Context: an optimization exercise on an open-source flow, tuned for small area, a short achievable clock period and few clock cycles per item. The choices shown serve that exercise and are no tape-out recipe. Function was checked by simulation only, so behaviour that the tests miss may differ from the original. Power figures rest on the tool's default switching activity, not on a simulated workload.

==> try-harbor <==
Design obs_sio, start of the top module:
module obs_sio (
    input  wire         clk,
    input  wire         rst,
    input  wire         cmd_valid,
    input  wire [71:0]  cmd,
    output wire         cmd_ready,
    output reg          rsp_valid,
    output wire [39:0]  rsp,
    output reg          bus_valid,
    output reg          bus_we,
    output reg  [31:0]  bus_addr,
    output wire [31:0]  bus_wdata,
    input  wire         bus_ready,
    input  wire [31:0]  bus_rdata,
    output wire [161:0] pin_func,
    output wire [107:0] pin_pull,
    output wire         uart_enable,
    output wire [1:0]   uart_cntl,
    output wire [1:0]   uart_lcr,
    output wire [15:0]  uart_baud
);
    localparam [31:0] UART_DATA_ADDR = 32'hFE215040;
    localparam [31:0] UART_LSR_ADDR  = 32'hFE215054;
    function [31:0] sreg_addr;
        input integer i;
        begin
            case (i)
                0: sreg_addr = 32'hFE200000;  1: sreg_addr = 32'hFE200004;
                2: sreg_addr = 32'hFE200008;  3: sreg_addr = 32'hFE20000C;
                4: sreg_addr = 32'hFE200010;  5: sreg_addr = 32'hFE200014;
                6: sreg_addr = 32'hFE20001C;  7: sreg_addr = 32'hFE200020;
                8: sreg_addr = 32'hFE200028;  9: sreg_addr = 32'hFE20002C;
                10: sreg_addr = 32'hFE2000E4; 11: sreg_addr = 32'hFE2000E8;
                12: sreg_addr = 32'hFE2000EC; 13: sreg_addr = 32'hFE2000F0;
                14: sreg_addr = 32'hFE215004; 15: sreg_addr = 32'hFE215044;
                16: sreg_addr = 32'hFE21504C; 17: sreg_addr = 32'hFE215050;
                18: sreg_addr = 32'hFE215060; default: sreg_addr = 32'hFE215068;
            endcase
        end
    endfunction
    reg        busy;                  
    reg        st_ext;                
  ...
Settings: LEC_CHECK=0, CAP_MARGIN=20, CORE_MARGIN=2, CORE_UTILIZATION=35, SLEW_MARGIN=20; clock period 7.0 ns.
run.sh (not shown) runs the stock make flow with config.mk's settings and CLKGATE_MAP_FILE= SYNTH_SCRIPT=/design/flow/synth_recipe.tcl, a recipe that flattens the netlist after the stock synthesis.
==> try-willow: changes against try-harbor <==
--- a/flow/design.v
+++ b/flow/design.v
@@ -10,16 +10,16 @@
     output reg          bus_we,
     output reg  [31:0]  bus_addr,
     output wire [31:0]  bus_wdata,
     input  wire         bus_ready,
     input  wire [31:0]  bus_rdata,
-    output wire [161:0] pin_func,
-    output wire [107:0] pin_pull,
-    output wire         uart_enable,
-    output wire [1:0]   uart_cntl,
-    output wire [1:0]   uart_lcr,
-    output wire [15:0]  uart_baud
+    output reg  [161:0] pin_func,
+    output reg  [107:0] pin_pull,
+    output reg          uart_enable,
+    output reg  [1:0]   uart_cntl,
+    output reg  [1:0]   uart_lcr,
+    output reg  [15:0]  uart_baud
 );
     localparam [31:0] UART_DATA_ADDR = 32'hFE215040;
     localparam [31:0] UART_LSR_ADDR  = 32'hFE215054;
     function [31:0] sreg_addr;
         input integer i;
@@ -37,31 +37,32 @@
                 18: sreg_addr = 32'hFE215060; default: sreg_addr = 32'hFE215068;
             endcase
         end
     endfunction
     reg        busy;                  
+    reg        rdy;                   
     reg        st_ext;                
     reg        st_dl;                 
     reg        st_dp;                 
     reg        st_dw;                 
     reg        st_tl;                 
     reg        st_td;                 
     reg        st_lf;                 
     reg        k_dr, k_try, k_wrb;    
     reg        lf;                    
-    reg        rsp_ok, rsp_ill;
+    reg        rsp_s0, rsp_ill;       
     reg [31:0] dat;                   
-    reg [639:0] sreg;          
+    wire [639:0] sreg;         
     reg [7:0]  ring [0:63];
     reg [5:0]  wr, rd;
-    assign cmd_ready = ~busy;
+    assign cmd_ready = rdy;
     assign bus_wdata = dat;
-    assign rsp       = {{7{rsp_ill}}, rsp_ill | rsp_ok, dat};
+    assign rsp       = {{7{rsp_ill}}, rsp_s0, dat};
     wire [7:0]  c_op = cmd[71:64];
     wire [31:0] c_a  = cmd[63:32];
     wire [31:0] c_b  = cmd[31:0];
-    wire acc = cmd_valid & ~busy;
+    wire acc = cmd_valid & rdy;
     wire is_rd  = c_op == 8'h01;
     wire is_wr  = c_op == 8'h02;
     wire is_fn  = c_op == 8'h10;
     wire is_pl  = c_op == 8'h11;
     wire is_lv  = c_op == 8'h12;
@@ -140,61 +141,106 @@
                     assign fd = 1'b1;
                 end else if (gr >= 10 && gr < 14 && (16 * (gr - 10) + gb / 2) < 54) begin : g_pl
                     assign fe = pull_en[16 * (gr - 10) + gb / 2];
                     assign fd = pval[gb % 2];
                 end else if (gr >= 14) begin : g_ui
+                    localparam [31:0] UV = ui_val(gr);
                     assign fe = ui_go;
-                    assign fd = ui_val(gr) >> gb;
+                    assign fd = UV[gb];
                 end else begin : g_none
                     assign fe = 1'b0;
                     assign fd = 1'b0;
                 end
-                always @(posedge clk)
-                    if (rst)
-                        sreg[32 * gr + gb] <= 1'b0;
-                    else if ((wreg & hit[gr]) | fe)
-                        sreg[32 * gr + gb] <= is_wr ? c_b[gb] : fd;
+                wire ne = rst | (wreg & hit[gr]) | fe;
+                wire nd = ~rst & (is_wr ? c_b[gb] : fd);
+                if (gr < 6 && gb < 30 && (10 * gr + gb / 3) < 54) begin : g_pf
+                    always @(posedge clk)
+                        if (ne) pin_func[30 * gr + gb] <= nd;
+                    assign sreg[32 * gr + gb] = pin_func[30 * gr + gb];
+                end else if (gr >= 10 && gr < 14 && (16 * (gr - 10) + gb / 2) < 54) begin : g_pp
+                    always @(posedge clk)
+                        if (ne) pin_pull[32 * (gr - 10) + gb] <= nd;
+                    assign sreg[32 * gr + gb] = pin_pull[32 * (gr - 10) + gb];
+                end else if (gr == 14 && gb == 0) begin : g_en
+                    always @(posedge clk)
+                        if (ne) uart_enable <= nd;
+                    assign sreg[32 * gr + gb] = uart_enable;
+                end else if (gr == 16 && gb < 2) begin : g_lcr
+                    always @(posedge clk)
+                        if (ne) uart_lcr[gb] <= nd;
+                    assign sreg[32 * gr + gb] = uart_lcr[gb];
+                end else if (gr == 18 && gb < 2) begin : g_cntl
+                    always @(posedge clk)
+                        if (ne) uart_cntl[gb] <= nd;
+                    assign sreg[32 * gr + gb] = uart_cntl[gb];
+                end else if (gr == 19 && gb < 16) begin : g_baud
+                    always @(posedge clk)
+                        if (ne) uart_baud[gb] <= nd;
+                    assign sreg[32 * gr + gb] = uart_baud[gb];
+                end else begin : g_q
+                    reg q;
+                    always @(posedge clk)
+                        if (ne) q <= nd;
+                    assign sreg[32 * gr + gb] = q;
+                end
             end
         end
     endgenerate
+    wire [6:0]  rkey = {c_a[12], c_a[7:2]};
+    wire [31:0] rd_term [0:19];
+    genvar gq;
+    generate
+        for (gq = 0; gq < 20; gq = gq + 1) begin : g_rd
+            localparam [31:0] AD = sreg_addr(gq);
+            assign rd_term[gq] = sreg[32 * gq +: 32] & {32{rkey == {AD[12], AD[7:2]}}};
+        end
+    endgenerate
     reg [31:0] sreg_rd;
     integer q;
     always @(*) begin
         sreg_rd = 32'd0;
         for (q = 0; q < 20; q = q + 1)
-            sreg_rd = sreg_rd | (sreg[32 * q +: 32] & {32{hit[q]}});
+            sreg_rd = sreg_rd | rd_term[q];
     end
     wire [5:0] wr1   = wr + 6'd1;
     wire [5:0] rd1   = rd + 6'd1;
     wire       full  = (wr1 == rd);
     wire       empty = (wr == rd);
     wire       c_lf  = c_a[7:0] == 8'h0A;
-    wire [7:0] ring_wd = busy ? 8'h0A : ((is_wrc & c_lf) ? 8'h0D : c_a[7:0]);
-    always @(posedge clk)
-        if (~busy | st_lf)
-            ring[wr] <= ring_wd;
+    reg [7:0] wbuf;
+    reg [5:0] waddr;
+    always @(posedge clk) begin
+        ring[waddr] <= wbuf;
+        if (~busy) begin
+            wbuf  <= (is_wrc & c_lf) ? 8'h0D : c_a[7:0];
+            waddr <= wr;
+        end else if (st_lf) begin
+            wbuf  <= 8'h0A;
+            waddr <= wr;
+        end
+    end
     wire [7:0] ring_q = ring[rd];
     wire done = bus_valid & bus_ready;
     task go_idle;
         begin
-            busy <= 1'b0; bus_valid <= 1'b0;
+            busy <= 1'b0; rdy <= 1'b1; bus_valid <= 1'b0;
             st_ext <= 1'b0; st_dl <= 1'b0; st_dp <= 1'b0; st_dw <= 1'b0;
             st_tl <= 1'b0; st_td <= 1'b0; st_lf <= 1'b0;
         end
     endtask
     task respond;
         input ok;
         input ill;
         begin
-            rsp_valid <= 1'b1; rsp_ok <= ok; rsp_ill <= ill;
+            rsp_valid <= 1'b1; rsp_s0 <= ok | ill; rsp_ill <= ill;
         end
     endtask
     task lsr_read;
         input dl;
         input tl;
         begin
-            busy <= 1'b1; bus_valid <= 1'b1; bus_we <= 1'b0; bus_addr <= UART_LSR_ADDR;
+            busy <= 1'b1; rdy <= 1'b0; bus_valid <= 1'b1; bus_we <= 1'b0; bus_addr <= UART_LSR_ADDR;
             st_ext <= 1'b0; st_dl <= dl; st_dp <= 1'b0; st_dw <= 1'b0;
             st_tl <= tl; st_td <= 1'b0; st_lf <= 1'b0;
         end
     endtask
     always @(posedge clk) begin
@@ -206,25 +252,25 @@
             wr <= 6'd0;
             rd <= 6'd0;
         end else if (~busy) begin
             if (acc) begin
                 dat <= ((is_wr & ext) ? c_b : 32'd0) |
-                       ((is_rd & b_zero) ? sreg_rd : 32'd0);
+                       ((is_rd & b_zero & ~ext) ? sreg_rd : 32'd0);
                 if (!legal) begin
                     respond(1'b0, 1'b1);
                 end else if ((is_rd | is_wr) & ext) begin
-                    busy <= 1'b1; st_ext <= 1'b1;
+                    busy <= 1'b1; rdy <= 1'b0; st_ext <= 1'b1;
                     bus_valid <= 1'b1; bus_we <= is_wr; bus_addr <= c_a;
                 end else if (is_wrb | is_wrc) begin
                     k_dr <= 1'b0; k_try <= 1'b0; k_wrb <= 1'b1;
                     lf <= is_wrc & c_lf;
                     if (full) begin
                         lsr_read(1'b1, 1'b0);
                     end else begin
                         wr <= wr1;
                         if (is_wrc & c_lf) begin
-                            busy <= 1'b1; st_lf <= 1'b1;
+                            busy <= 1'b1; rdy <= 1'b0; st_lf <= 1'b1;
                         end else
                             respond(1'b1, 1'b0);
                     end
                 end else if (is_dr) begin
                     k_dr <= 1'b1; k_try <= 1'b0; k_wrb <= 1'b0;
@@ -273,11 +319,11 @@
                     end else if (k_try) begin
                         lsr_read(1'b0, 1'b1);
                     end else begin
                         wr <= wr1;
                         if (lf) begin
-                            busy <= 1'b1; bus_valid <= 1'b0;
+                            busy <= 1'b1; rdy <= 1'b0; bus_valid <= 1'b0;
                             st_dw <= 1'b0; st_lf <= 1'b1;
                         end else begin
                             dat <= 32'd0;
                             go_idle;
                             respond(1'b1, 1'b0);
@@ -296,11 +342,11 @@
                     end else if (full) begin
                         lsr_read(1'b1, 1'b0);
                     end else begin
                         wr <= wr1;
                         if (lf) begin
-                            busy <= 1'b1; bus_valid <= 1'b0;
+                            busy <= 1'b1; rdy <= 1'b0; bus_valid <= 1'b0;
                             st_dl <= 1'b0; st_lf <= 1'b1;
                         end else begin
                             dat <= 32'd0;
                             go_idle;
                             respond(1'b1, 1'b0);
@@ -323,17 +369,6 @@
                     respond(1'b1, 1'b0);
                 end
             end
         end
     end
-    genvar g;
-    generate
-        for (g = 0; g <= 53; g = g + 1) begin : g_pin
-            assign pin_func[3*g +: 3] = sreg[32 * (g / 10) + 3 * (g % 10) +: 3];
-            assign pin_pull[2*g +: 2] = sreg[32 * (10 + g / 16) + 2 * (g % 16) +: 2];
-        end
-    endgenerate
-    assign uart_enable = sreg[32 * 14];
-    assign uart_lcr    = sreg[32 * 16 +: 2];
-    assign uart_cntl   = sreg[32 * 18 +: 2];
-    assign uart_baud   = sreg[32 * 19 +: 16];
 endmodule
==> flow/flow/run.sh (new file) <==
#!/bin/bash
set -euo pipefail
export BUFFER_PORTS_ARGS="-buffer_cell sky130_fd_sc_hd__buf_1"
bash standard.sh > flow_make.log 2>&1
==> flow/standard.sh (new file) <==
#!/bin/bash
# synth_recipe.tcl (not shown) runs the flow's synth.tcl, then flattens the netlist and writes it again
# the make line also repeats each setting of config.mk as NAME=value (left out here)
make -C /OpenROAD-flow-scripts/flow DESIGN_CONFIG=/design/flow/config.mk WORK_HOME=/design/flow/orfs CLKGATE_MAP_FILE= SYNTH_SCRIPT=/design/flow/synth_recipe.tcl "${@:-finish}"
--- a/flow/config.mk
+++ b/flow/config.mk
@@ -5,7 +5,9 @@
 export SDC_FILE = /design/flow/constraint.sdc
 export NUM_CORES = 4
 export LEC_CHECK = 0
 export CAP_MARGIN = 20
 export CORE_MARGIN = 2
-export CORE_UTILIZATION = 35
+export CORE_UTILIZATION = 50
+export CTS_BUF_LIST = sky130_fd_sc_hd__clkbuf_4 sky130_fd_sc_hd__clkbuf_8
+export SETUP_SLACK_MARGIN = 3.8
 export SLEW_MARGIN = 20
removed: flow/run.sh
==> try-juniper: changes against try-harbor <==
--- a/flow/design.v
+++ b/flow/design.v
@@ -147,14 +147,12 @@
                 end else begin : g_none
                     assign fe = 1'b0;
                     assign fd = 1'b0;
                 end
                 always @(posedge clk)
-                    if (rst)
-                        sreg[32 * gr + gb] <= 1'b0;
-                    else if ((wreg & hit[gr]) | fe)
-                        sreg[32 * gr + gb] <= is_wr ? c_b[gb] : fd;
+                    if (rst | (wreg & hit[gr]) | fe)
+                        sreg[32 * gr + gb] <= ~rst & (is_wr ? c_b[gb] : fd);
             end
         end
     endgenerate
     reg [31:0] sreg_rd;
     integer q;
==> flow/config.mk (replaced) <==
export PLATFORM = sky130hd
export DESIGN_NAME = obs_sio
export DESIGN_NICKNAME = obs_sio
export VERILOG_FILES = /design/flow/design.v
export SDC_FILE = /design/flow/constraint.sdc
export NUM_CORES = 4
export LEC_CHECK = 0
export ABC_CLOCK_PERIOD_IN_PS = 3500
export CAP_MARGIN = 20
export CORE_MARGIN = 2
export CORE_UTILIZATION = 35
export SETUP_SLACK_MARGIN = 3.5
export SLEW_MARGIN = 20
==> comparison table <==
	try-willow	try-juniper	try-harbor
Result of the run	timing/DRC/antenna clean	timing/DRC/antenna clean	timing/DRC/antenna clean
Number of library cell types mapped by synthesis	91	91	86
Finished Layout Cells	5,676	6,326	7,894
Fraction of the mapped netlist area in compound gates	12.3%	11.6%	16.7%
Seq area share	59.5%	52.7%	45.4%
Total GRT Usage	40.3%	30.3%	29.7%
RSZ-0062 raised after global routing	yes	yes	no
Count of plain and timing-repair buffers	715	865	689
Number of global-route vias before repair	37,592	37,888	45,193
Final Skew	0.0392 ns	0.0685 ns	0.0456 ns
Prevailing post-synth register cell	sky130_fd_sc_hd__edfxtp_1	sky130_fd_sc_hd__edfxtp_1	sky130_fd_sc_hd__dfxtp_1
Power dissipated in sequential cells	8690 µW	8610 µW	7610 µW
Tot Pwr	15,800 µW	16,600 µW	15,600 µW
Die Area	0.108 mm²	0.158 mm²	0.166 mm²
Layout cells sized above 1	23.1%	27.0%	11.5%
Fraction of area in clock buffers and inverters	6.18%	5.94%	6.96%
Testbench counts of try-harbor, summed over its fixed seeds: cycles 37,465, commands 12,000.
Testbench counts of try-willow, summed over its fixed seeds: cycles 37,465, commands 12,000.
Testbench counts of try-juniper, summed over its fixed seeds: cycles 37,465, commands 12,000.

==> separate check: timing with driven ports <==
In the flow no input, the clock included, has a driving cell. The finished layouts below were timed again as built, in two steps.
Step 1 (the two cells are an assumption about what drives the block):
set clk [get_ports {clk}]
set_driving_cell -lib_cell sky130_fd_sc_hd__clkbuf_16 $clk
set_driving_cell -lib_cell sky130_fd_sc_hd__buf_2 [delete_from_list [all_inputs] $clk]
Step 2 moves the port delays by t, midway between the first and last clock arrival at a register: inputs arrive t later, outputs are due t later. That takes back most of the time a late clock gives input paths.
Slacks: ideal ports / drivers / drivers and shift; pairs: ideal ports / drivers.
run	t (ns)	setup WS [ns]	worst setup path after step 2	slew at the worst register clock pin (ns)	pins driven straight from the clock port
try-harbor	0.867	1.612 / 1.666 / 0.799	input to register	0.07 / 0.07	1
try-willow	0.948	3.605 / 3.649 / 2.701	input to register	0.07 / 0.07	1
try-juniper	0.859	3.269 / 3.301 / 2.442	input to register	0.07 / 0.07	1
After both steps setup and hold are still met in every run listed. The setup slack of try-willow, which loses most, moves by +0.044 ns with the drivers and by -0.904 ns with both steps.
